From an optimization exercise on the open Yosys and OpenROAD flow, aimed at small area, a short achievable clock period and few clock cycles; shortcuts taken in it are not production practice.

==> run R <==
## redes_tx
module redes_tx (
    input  wire        clk,
    input  wire        rst,             
    input  wire        cfg_we,
    input  wire [2:0]  cfg_addr,
    input  wire [31:0] cfg_wdata,
    input  wire        start,
    input  wire        start_alg,       
    input  wire [11:0] start_nbytes,    
    output wire        busy,
    input  wire        in_valid,
    output wire        in_ready,
    input  wire [7:0]  in_data,
    output wire        out_valid,
    input  wire        out_ready,
    output wire [7:0]  out_data,
    output wire        out_last
);
    localparam [31:0] POLY_RESET = 32'h04C11DB7;   
    localparam [5:0]  DEG_RESET  = 6'd32;
    localparam [31:0] SEED_ZERO  = 32'h6D2B79F5;   
    localparam [1:0] S_IDLE = 2'd0, S_HDR = 2'd1, S_BODY = 2'd2;
    reg [31:0] poly;         
    reg [5:0]  deg;          
    reg [6:0]  gen0, gen1, gen2, gen3;
    reg [2:0]  conv_k;       
    reg [16:0] prob;         
    reg [31:0] rng;          
    wire [31:0] poly_aligned = poly & ~(32'hFFFFFFFF >> deg);
    wire [6:0]  wg0 = cfg_wdata[6:0];
    wire [6:0]  wg1 = cfg_wdata[13:7];
    wire [6:0]  wg2 = cfg_wdata[20:14];
    wire [6:0]  wg3 = cfg_wdata[27:21];
    wire [2:0]  wk  = cfg_wdata[30:28];
    wire        cfg_gen_ok = (wk >= 3'd1) && (wk <= 3'd4) &&
                             ((wg0 != 7'd0) ||
                              (wk >= 3'd2 && wg1 != 7'd0) ||
                              (wk >= 3'd3 && wg2 != 7'd0) ||
                              (wk >= 3'd4 && wg3 != 7'd0));
    reg [1:0]  state;
    reg        alg;
    reg [11:0] nb;           
    reg [1:0]  hcnt;         
    reg        ninit;        
    reg [11:0] bytes_left;   
  ...
==> flow/config.mk <==
export PLATFORM = sky130hd
export DESIGN_NAME = redes_tx
export DESIGN_NICKNAME = redes_tx
export VERILOG_FILES = /design/flow/design.v
export SDC_FILE = /design/flow/constraint.sdc
export NUM_CORES = 4
export LEC_CHECK = 0
export CAP_MARGIN = 20
export CORE_MARGIN = 2
export CORE_UTILIZATION = 40
export PLACE_DENSITY = 0.6
export SLEW_MARGIN = 20
==> flow/constraint.sdc <==
create_clock -name core_clock -period 10.0 [get_ports {clk}]
set_input_delay 2.0000 -clock core_clock [delete_from_list [all_inputs] [get_ports {clk}]]
set_output_delay 2.0000 -clock core_clock [all_outputs]
set_load 0.01 [all_outputs]
run.sh (not shown) runs the stock make flow with config.mk's settings and CLKGATE_MAP_FILE= SYNTH_SCRIPT=/design/flow/synth_recipe.tcl, a recipe that flattens the netlist after the stock synthesis.
==> run F (differences from run R) <==
--- a/flow/design.v
+++ b/flow/design.v
@@ -22,21 +22,24 @@
     localparam [1:0] S_IDLE = 2'd0, S_HDR = 2'd1, S_BODY = 2'd2;
     reg [31:0] poly;         
     reg [5:0]  deg;          
     reg [6:0]  gen0, gen1, gen2, gen3;
     reg [2:0]  conv_k;       
     reg [16:0] prob;         
     reg [31:0] rng;          
     wire [31:0] poly_aligned = poly & ~(32'hFFFFFFFF >> deg);
-    wire [6:0]  wg0 = cfg_wdata[6:0];
-    wire [6:0]  wg1 = cfg_wdata[13:7];
-    wire [6:0]  wg2 = cfg_wdata[20:14];
-    wire [6:0]  wg3 = cfg_wdata[27:21];
-    wire [2:0]  wk  = cfg_wdata[30:28];
+    reg         cw_we;
+    reg  [2:0]  cw_addr;
+    reg  [31:0] cw_data;
+    wire [6:0]  wg0 = cw_data[6:0];
+    wire [6:0]  wg1 = cw_data[13:7];
+    wire [6:0]  wg2 = cw_data[20:14];
+    wire [6:0]  wg3 = cw_data[27:21];
+    wire [2:0]  wk  = cw_data[30:28];
     wire        cfg_gen_ok = (wk >= 3'd1) && (wk <= 3'd4) &&
                              ((wg0 != 7'd0) ||
                               (wk >= 3'd2 && wg1 != 7'd0) ||
                               (wk >= 3'd3 && wg2 != 7'd0) ||
                               (wk >= 3'd4 && wg3 != 7'd0));
     reg [1:0]  state;
     reg        alg;
     reg [11:0] nb;           
@@ -48,19 +51,20 @@
     reg [31:0] crc;          
     reg [6:0]  q;            
     reg [5:0]  h;            
     reg [2:0]  bi;           
     reg [1:0]  gsel;         
     reg [7:0]  pk;           
     reg [3:0]  pcnt;         
     reg [13:0] nm;           
-    reg [31:0] s4r;          
-    reg [3:0]  flo;          
-    reg        v1, l1;
+    reg [31:0] s3r, s6r;     
+    reg [2:0]  f3;           
+    reg [5:0]  f6;           
+    reg        v1, l1, v2, l2;
     reg [7:0]  fm;           
     reg        fm_v, fm_last;
     reg [2:0]  fsub;         
     reg [7:0]  od, os;
     reg        ov, olast, os_v, os_last;
     wire [13:0] nbk  = (conv_k[0] ? {2'b00, nb} : 14'd0) +
                        (conv_k[1] ? {1'b0, nb, 1'b0} : 14'd0) +
                        (conv_k[2] ? {nb, 2'b00} : 14'd0);
@@ -131,25 +135,24 @@
     assign rng_a8[27] = rng[0] ^ rng[8] ^ rng[10] ^ rng[12] ^ rng[13] ^ rng[14] ^ rng[16] ^ rng[23] ^ rng[24] ^ rng[26] ^ rng[27] ^ rng[28];
     assign rng_a8[28] = rng[0] ^ rng[1] ^ rng[3] ^ rng[5] ^ rng[6] ^ rng[7] ^ rng[10] ^ rng[11] ^ rng[14] ^ rng[16] ^ rng[18] ^ rng[19] ^ rng[20] ^ rng[25] ^ rng[26];
     assign rng_a8[29] = rng[2] ^ rng[6] ^ rng[11] ^ rng[14] ^ rng[15] ^ rng[16] ^ rng[17] ^ rng[18] ^ rng[20] ^ rng[21] ^ rng[23] ^ rng[24] ^ rng[25] ^ rng[26];
     assign rng_a8[30] = rng[1] ^ rng[2] ^ rng[3] ^ rng[4] ^ rng[6] ^ rng[7] ^ rng[8] ^ rng[11] ^ rng[13] ^ rng[14] ^ rng[20] ^ rng[21] ^ rng[22] ^ rng[27] ^ rng[28] ^ rng[29];
     assign rng_a8[31] = rng[3] ^ rng[4] ^ rng[6] ^ rng[7] ^ rng[9] ^ rng[13] ^ rng[14] ^ rng[15] ^ rng[16] ^ rng[17] ^ rng[18] ^ rng[21] ^ rng[22] ^ rng[24] ^ rng[27] ^ rng[29] ^ rng[30] ^ rng[31];
     wire [31:0] s1 = xs32(rng);
     wire [31:0] s2 = xs32(s1);
     wire [31:0] s3 = xs32(s2);
-    wire [31:0] s4 = xs32(s3);
-    wire [31:0] s5 = xs32(s4r);
+    wire [31:0] s4 = xs32(s3r);
+    wire [31:0] s5 = xs32(s4);
     wire [31:0] s6 = xs32(s5);
-    wire [31:0] s7 = xs32(s6);
+    wire [31:0] s7 = xs32(s6r);
     wire [31:0] s8 = xs32(s7);
-    wire [3:0]  flips_lo = {lt(s1[31:16], prob), lt(s2[31:16], prob),
-                            lt(s3[31:16], prob), lt(s4[31:16], prob)};
-    wire [3:0]  flips_hi = {lt(s5[31:16], prob), lt(s6[31:16], prob),
-                            lt(s7[31:16], prob), lt(s8[31:16], prob)};
+    wire [2:0]  flips_a = {lt(s1[31:16], prob), lt(s2[31:16], prob), lt(s3[31:16], prob)};
+    wire [2:0]  flips_b = {lt(s4[31:16], prob), lt(s5[31:16], prob), lt(s6[31:16], prob)};
+    wire [1:0]  flips_c = {lt(s7[31:16], prob), lt(s8[31:16], prob)};
     wire fast = (conv_k == 3'd2);
     reg  [6:0] gcur;
     always @(*) begin
         case (gsel)
             2'd0: gcur = gen0;
             2'd1: gcur = gen1;
             2'd2: gcur = gen2;
             default: gcur = gen3;
@@ -213,66 +216,73 @@
             2'd2: wbyte = nlen[15:8];
             default: wbyte = nlen[7:0];
         endcase
         if (in_body) wbyte = rd ^ fm;
     end
     wire wlast = in_body ? fm_last : (hcnt == 2'd3 && nzero);
     wire xfer  = ov && out_ready;
     wire pmode    = (nm == 14'd1) && npart;       
-    wire pser     = pmode && !v1 && !fm_v;        
+    wire pser     = pmode && !v1 && !v2 && !fm_v;  
     wire adv      = !fm_v || emit;
     wire iss      = (nm != 14'd0) && !pmode;
+    wire iss0     = (nb != 12'd0) || (!alg && deg[5:3] != 3'd0);
+    wire last0    = alg ? (nb == 12'd1 && conv_k == 3'd1)
+                        : ((nb == 12'd1 && deg == 6'd0) || (nb == 12'd0 && deg == 6'd8));
     wire serial   = (state != S_IDLE) && alg && !fast && hv && !pcnt[3];
     wire last_bit = (gsel == conv_k[1:0] - 2'd1);
     wire pop = alg ? (fast ? (emit && bi[2]) : (serial && last_bit && bi == 3'd7))
                    : (emit && hv);
     wire push = in_ready && in_valid;
     assign busy      = (state != S_IDLE);
     assign in_ready  = (state != S_IDLE) && (bytes_left != 12'd0) && !sv;
     assign out_valid = ov;
     assign out_data  = od;
     assign out_last  = olast;
     always @(posedge clk) begin
-        q <= q_next;
+        q       <= q_next;
+        cw_we   <= cfg_we && !rst;
+        cw_addr <= cfg_addr;
+        cw_data <= cfg_wdata;
         if (rst) begin
             poly       <= POLY_RESET;
             deg        <= DEG_RESET;
             gen0       <= 7'b111;
             gen1       <= 7'b101;
             gen2       <= 7'd0;
             gen3       <= 7'd0;
             conv_k     <= 3'd2;
             prob       <= 17'd0;
             rng        <= SEED_ZERO;
             state      <= S_IDLE;
             bytes_left <= 12'd0;
             hv         <= 1'b0;
             sv         <= 1'b0;
             v1         <= 1'b0;
+            v2         <= 1'b0;
             fm_v       <= 1'b0;
             nm         <= 14'd0;
             ov         <= 1'b0;
             os_v       <= 1'b0;
             pcnt       <= 4'd0;
             ninit      <= 1'b0;
         end else begin
-            if (cfg_we) begin
-                case (cfg_addr)
-                    3'd0: poly <= cfg_wdata;
-                    3'd1: if (cfg_wdata <= 32'd32) deg <= cfg_wdata[5:0];
+            if (cw_we) begin
+                case (cw_addr)
+                    3'd0: poly <= cw_data;
+                    3'd1: if (cw_data <= 32'd32) deg <= cw_data[5:0];
                     3'd2: if (cfg_gen_ok) begin
                               gen0   <= wg0;
                               gen1   <= wg1;
                               gen2   <= wg2;
                               gen3   <= wg3;
                               conv_k <= wk;
                           end
-                    3'd3: if (cfg_wdata <= 32'd65536) prob <= cfg_wdata[16:0];
-                    3'd4: rng <= (cfg_wdata == 32'd0) ? SEED_ZERO : cfg_wdata;
+                    3'd3: if (cw_data <= 32'd65536) prob <= cw_data[16:0];
+                    3'd4: rng <= (cw_data == 32'd0) ? SEED_ZERO : cw_data;
                     default: ;
                 endcase
             end
             case (state)
                 S_IDLE: begin
                     if (start) begin
                         alg        <= start_alg;
                         nb         <= start_nbytes;
@@ -282,16 +292,17 @@
                         hv         <= 1'b0;
                         sv         <= 1'b0;
                         crc        <= 32'd0;
                         h          <= 6'd0;
                         bi         <= 3'd0;
                         gsel       <= 2'd0;
                         pcnt       <= 4'd0;
                         v1         <= 1'b0;
+            v2         <= 1'b0;
                         fm_v       <= 1'b0;
                         fsub       <= 3'd0;
                         state      <= S_HDR;
                     end
                 end
                 S_HDR: begin
                     if (hdr_wr) begin
                         hcnt <= hcnt + 2'd1;
@@ -326,34 +337,44 @@
                 end
             end else if (wr) begin
                 os      <= wbyte;
                 os_last <= wlast;
                 os_v    <= 1'b1;
             end
             if (ninit) begin
                 ninit <= 1'b0;
-                nm    <= npay;
+                nm    <= npay - {13'd0, iss0};
+                v1    <= iss0;
+                l1    <= last0;
+                s3r   <= s3;
+                f3    <= flips_a;
+                if (iss0)
+                    rng <= rng_a8;
             end else if (state != S_IDLE) begin
                 if (pser) begin
-                    fm   <= {fm[6:0], (fsub < deg[2:0]) ? flips_lo[3] : 1'b0};
+                    fm   <= {fm[6:0], (fsub < deg[2:0]) ? flips_a[2] : 1'b0};
                     if (fsub < deg[2:0])
                         rng <= s1;
                     fsub <= fsub + 3'd1;
                     if (fsub == 3'd7) begin
                         nm      <= 14'd0;
                         fm_v    <= 1'b1;
                         fm_last <= 1'b1;
                     end
                 end else if (adv) begin
-                    fm      <= {flo, flips_hi};
-                    fm_v    <= v1;
-                    fm_last <= l1;
-                    s4r     <= s4;
-                    flo     <= flips_lo;
+                    fm      <= {f6, flips_c};
+                    fm_v    <= v2;
+                    fm_last <= l2;
+                    s6r     <= s6;
+                    f6      <= {f3, flips_b};
+                    v2      <= v1;
+                    l2      <= l1;
+                    s3r     <= s3;
+                    f3      <= flips_a;
                     v1      <= iss;
                     l1      <= (nm == 14'd1);
                     if (iss) begin
                         rng <= rng_a8;
                         nm  <= nm - 14'd1;
                     end
                 end
             end
SETUP_SLACK_MARGIN = 5   (was default)
==> run H (differences from run R) <==
--- a/flow/design.v
+++ b/flow/design.v
@@ -54,18 +54,18 @@
     reg [3:0]  pcnt;         
     reg [13:0] nm;           
     reg [31:0] s4r;          
     reg [3:0]  flo;          
     reg        v1, l1;
     reg [7:0]  fm;           
     reg        fm_v, fm_last;
     reg [2:0]  fsub;         
-    reg [7:0]  od, os;
-    reg        ov, olast, os_v, os_last;
+    reg [7:0]  od;
+    reg        ov, olast;
     wire [13:0] nbk  = (conv_k[0] ? {2'b00, nb} : 14'd0) +
                        (conv_k[1] ? {1'b0, nb, 1'b0} : 14'd0) +
                        (conv_k[2] ? {nb, 2'b00} : 14'd0);
     wire [16:0] nlen = alg ? {nbk, 3'b000} : ({2'b00, nb, 3'b000} + {11'd0, deg});
     wire        nzero = (nb == 12'd0) && (alg || deg == 6'd0);
     wire [13:0] npay = alg ? nbk : ({2'b00, nb} + {11'd0, deg[5:3]} + {13'd0, deg[2:0] != 3'd0});
     wire        npart = !alg && (deg[2:0] != 3'd0);
     function [31:0] xs32(input [31:0] x);
@@ -198,30 +198,20 @@
         end else if (fast) begin
             rd    = conv_byte;
             rd_ok = hv;
         end else begin
             rd    = pk;
             rd_ok = pcnt[3];
         end
     end
-    wire emit     = in_body && !os_v && rd_ok && fm_v;
-    wire hdr_wr   = (state == S_HDR) && !os_v;
-    wire wr       = emit || hdr_wr;
-    reg  [7:0] wbyte;
-    always @(*) begin
-        case (hcnt)
-            2'd1: wbyte = {7'd0, nlen[16]};
-            2'd2: wbyte = nlen[15:8];
-            default: wbyte = nlen[7:0];
-        endcase
-        if (in_body) wbyte = rd ^ fm;
-    end
-    wire wlast = in_body ? fm_last : (hcnt == 2'd3 && nzero);
-    wire xfer  = ov && out_ready;
+    wire out_free = !ov || out_ready;
+    wire hdr_end  = (state == S_HDR) && (hcnt == 2'd3) && out_ready;
+    wire pay_free = in_body ? out_free : (hdr_end && !nzero);
+    wire emit     = pay_free && rd_ok && fm_v;
     wire pmode    = (nm == 14'd1) && npart;       
     wire pser     = pmode && !v1 && !fm_v;        
     wire adv      = !fm_v || emit;
     wire iss      = (nm != 14'd0) && !pmode;
     wire serial   = (state != S_IDLE) && alg && !fast && hv && !pcnt[3];
     wire last_bit = (gsel == conv_k[1:0] - 2'd1);
     wire pop = alg ? (fast ? (emit && bi[2]) : (serial && last_bit && bi == 3'd7))
                    : (emit && hv);
@@ -246,17 +236,16 @@
             state      <= S_IDLE;
             bytes_left <= 12'd0;
             hv         <= 1'b0;
             sv         <= 1'b0;
             v1         <= 1'b0;
             fm_v       <= 1'b0;
             nm         <= 14'd0;
             ov         <= 1'b0;
-            os_v       <= 1'b0;
             pcnt       <= 4'd0;
             ninit      <= 1'b0;
         end else begin
             if (cfg_we) begin
                 case (cfg_addr)
                     3'd0: poly <= cfg_wdata;
                     3'd1: if (cfg_wdata <= 32'd32) deg <= cfg_wdata[5:0];
                     3'd2: if (cfg_gen_ok) begin
@@ -272,68 +261,67 @@
                 endcase
             end
             case (state)
                 S_IDLE: begin
                     if (start) begin
                         alg        <= start_alg;
                         nb         <= start_nbytes;
                         bytes_left <= start_nbytes;
-                        hcnt       <= 2'd1;
+                        hcnt       <= 2'd0;
                         ninit      <= 1'b1;
                         hv         <= 1'b0;
                         sv         <= 1'b0;
                         crc        <= 32'd0;
                         h          <= 6'd0;
                         bi         <= 3'd0;
                         gsel       <= 2'd0;
                         pcnt       <= 4'd0;
                         v1         <= 1'b0;
                         fm_v       <= 1'b0;
                         fsub       <= 3'd0;
+                        od         <= 8'd0;
+                        ov         <= 1'b1;
+                        olast      <= 1'b0;
                         state      <= S_HDR;
                     end
                 end
                 S_HDR: begin
-                    if (hdr_wr) begin
+                    if (out_ready) begin
                         hcnt <= hcnt + 2'd1;
-                        if (hcnt == 2'd3)
-                            state <= S_BODY;
+                        case (hcnt)
+                            2'd0: od <= {7'd0, nlen[16]};
+                            2'd1: od <= nlen[15:8];
+                            default: od <= nlen[7:0];
+                        endcase
+                        olast <= (hcnt == 2'd2) && nzero;
+                        if (hcnt == 2'd3) begin
+                            state <= nzero ? S_IDLE : S_BODY;
+                            if (emit) begin
+                                od    <= rd ^ fm;
+                                olast <= fm_last;
+                            end else begin
+                                ov    <= 1'b0;
+                            end
+                        end
                     end
                 end
                 S_BODY: begin
-                    if (xfer && olast)
-                        state <= S_IDLE;
+                    if (emit) begin
+                        od    <= rd ^ fm;
+                        ov    <= 1'b1;
+                        olast <= fm_last;
+                    end else if (out_ready) begin
+                        ov <= 1'b0;
+                        if (olast && ov)
+                            state <= S_IDLE;
+                    end
                 end
                 default: state <= S_IDLE;
             endcase
-            if (state == S_IDLE) begin
-                if (start) begin
-                    od    <= 8'd0;
-                    ov    <= 1'b1;
-                    olast <= 1'b0;
-                end
-            end else if (!ov || out_ready) begin
-                if (os_v) begin
-                    od      <= os;
-                    olast   <= os_last;
-                    ov      <= 1'b1;
-                    os_v    <= 1'b0;
-                end else if (wr) begin
-                    od    <= wbyte;
-                    olast <= wlast;
-                    ov    <= 1'b1;
-                end else begin
-                    ov    <= 1'b0;
-                end
-            end else if (wr) begin
-                os      <= wbyte;
-                os_last <= wlast;
-                os_v    <= 1'b1;
-            end
             if (ninit) begin
                 ninit <= 1'b0;
                 nm    <= npay;
             end else if (state != S_IDLE) begin
                 if (pser) begin
                     fm   <= {fm[6:0], (fsub < deg[2:0]) ? flips_lo[3] : 1'b0};
                     if (fsub < deg[2:0])
                         rng <= s1;
==> results.txt <==
	run F	run R	run H
Result of the run	timing/DRC/antenna clean	timing/DRC/antenna clean	timing/DRC/antenna clean
Tightest hold margin	0.447 ns	0.451 ns	0.450 ns
Crit path max-delay cell type	clkdlybuf4s50_1	xnor2_1	nand2_1
Antenna violations before repair	1	0	2
Summed area of non-filler cells in the final layout	37000 µm²	34200 µm²	33700 µm²
Sequential area share after synthesis	0.287	0.248	0.243
Number of flip-flops and latches	388	313	303
Multi-Input Combinational	3054	2977	3049
Clock buffer count in the final layout	60	50	51
Average routed wire per standard cell	21.5 µm	21.9 µm	21.8 µm
Cell depth of the worst setup path	6	16	12
Worst reg2reg endpoint	nm[12]	flo[0]	fm[0]
Critical path buffer and inverter count	2	0	1
Vias post-DR	27100	25600	25800
Max_slew headroom	0.242	0.208	0.278
Synth Net Count	3995	3815	3869
FF+latch area	9640 µm²	7760 µm²	7470 µm²
Largest net degree at the start of global routing	82	66	70
Final Net Count	3970	3782	3841
Global-route wire length before repair	159 mm	153 mm	154 mm
Non-CTS buffers	129	120	127
Global-route total usage across every layer	0.238	0.245	0.255
Share of post-route cells with drive strength above 1	0.0628	0.0593	0.0529
No functional check of the RTL was part of any run of this note.

-- afterwards: timing with drivers on the ports --
No port has a modelled driver above. Below, the same layouts with a new extraction and two added sets of constraints.
Step 1 (the two cells are an assumption about what drives the block):
set clk [get_ports {clk}]
set_driving_cell -lib_cell sky130_fd_sc_hd__clkbuf_16 $clk
set_driving_cell -lib_cell sky130_fd_sc_hd__buf_2 [delete_from_list [all_inputs] $clk]
Step 2 also shifts input and output timing later by t, the mid clock arrival at the registers, as if the neighbouring blocks saw the same clock.
Slacks: ideal ports / drivers / drivers and shift; pairs: ideal ports / drivers.
run	shift t [ns]	setup slack, ns	worst data-port slew with drivers (ns)
run R	0.615	4.777 / 4.777 / 4.367	0.10
run F	0.667	5.192 / 5.123 / 5.055	0.05
run H	0.619	4.667 / 4.709 / 4.090	0.10
After both steps setup and hold are still met in every run listed. For run H, which loses most, drivers alone change the setup slack by +0.042 ns; drivers and shift together by -0.577 ns.
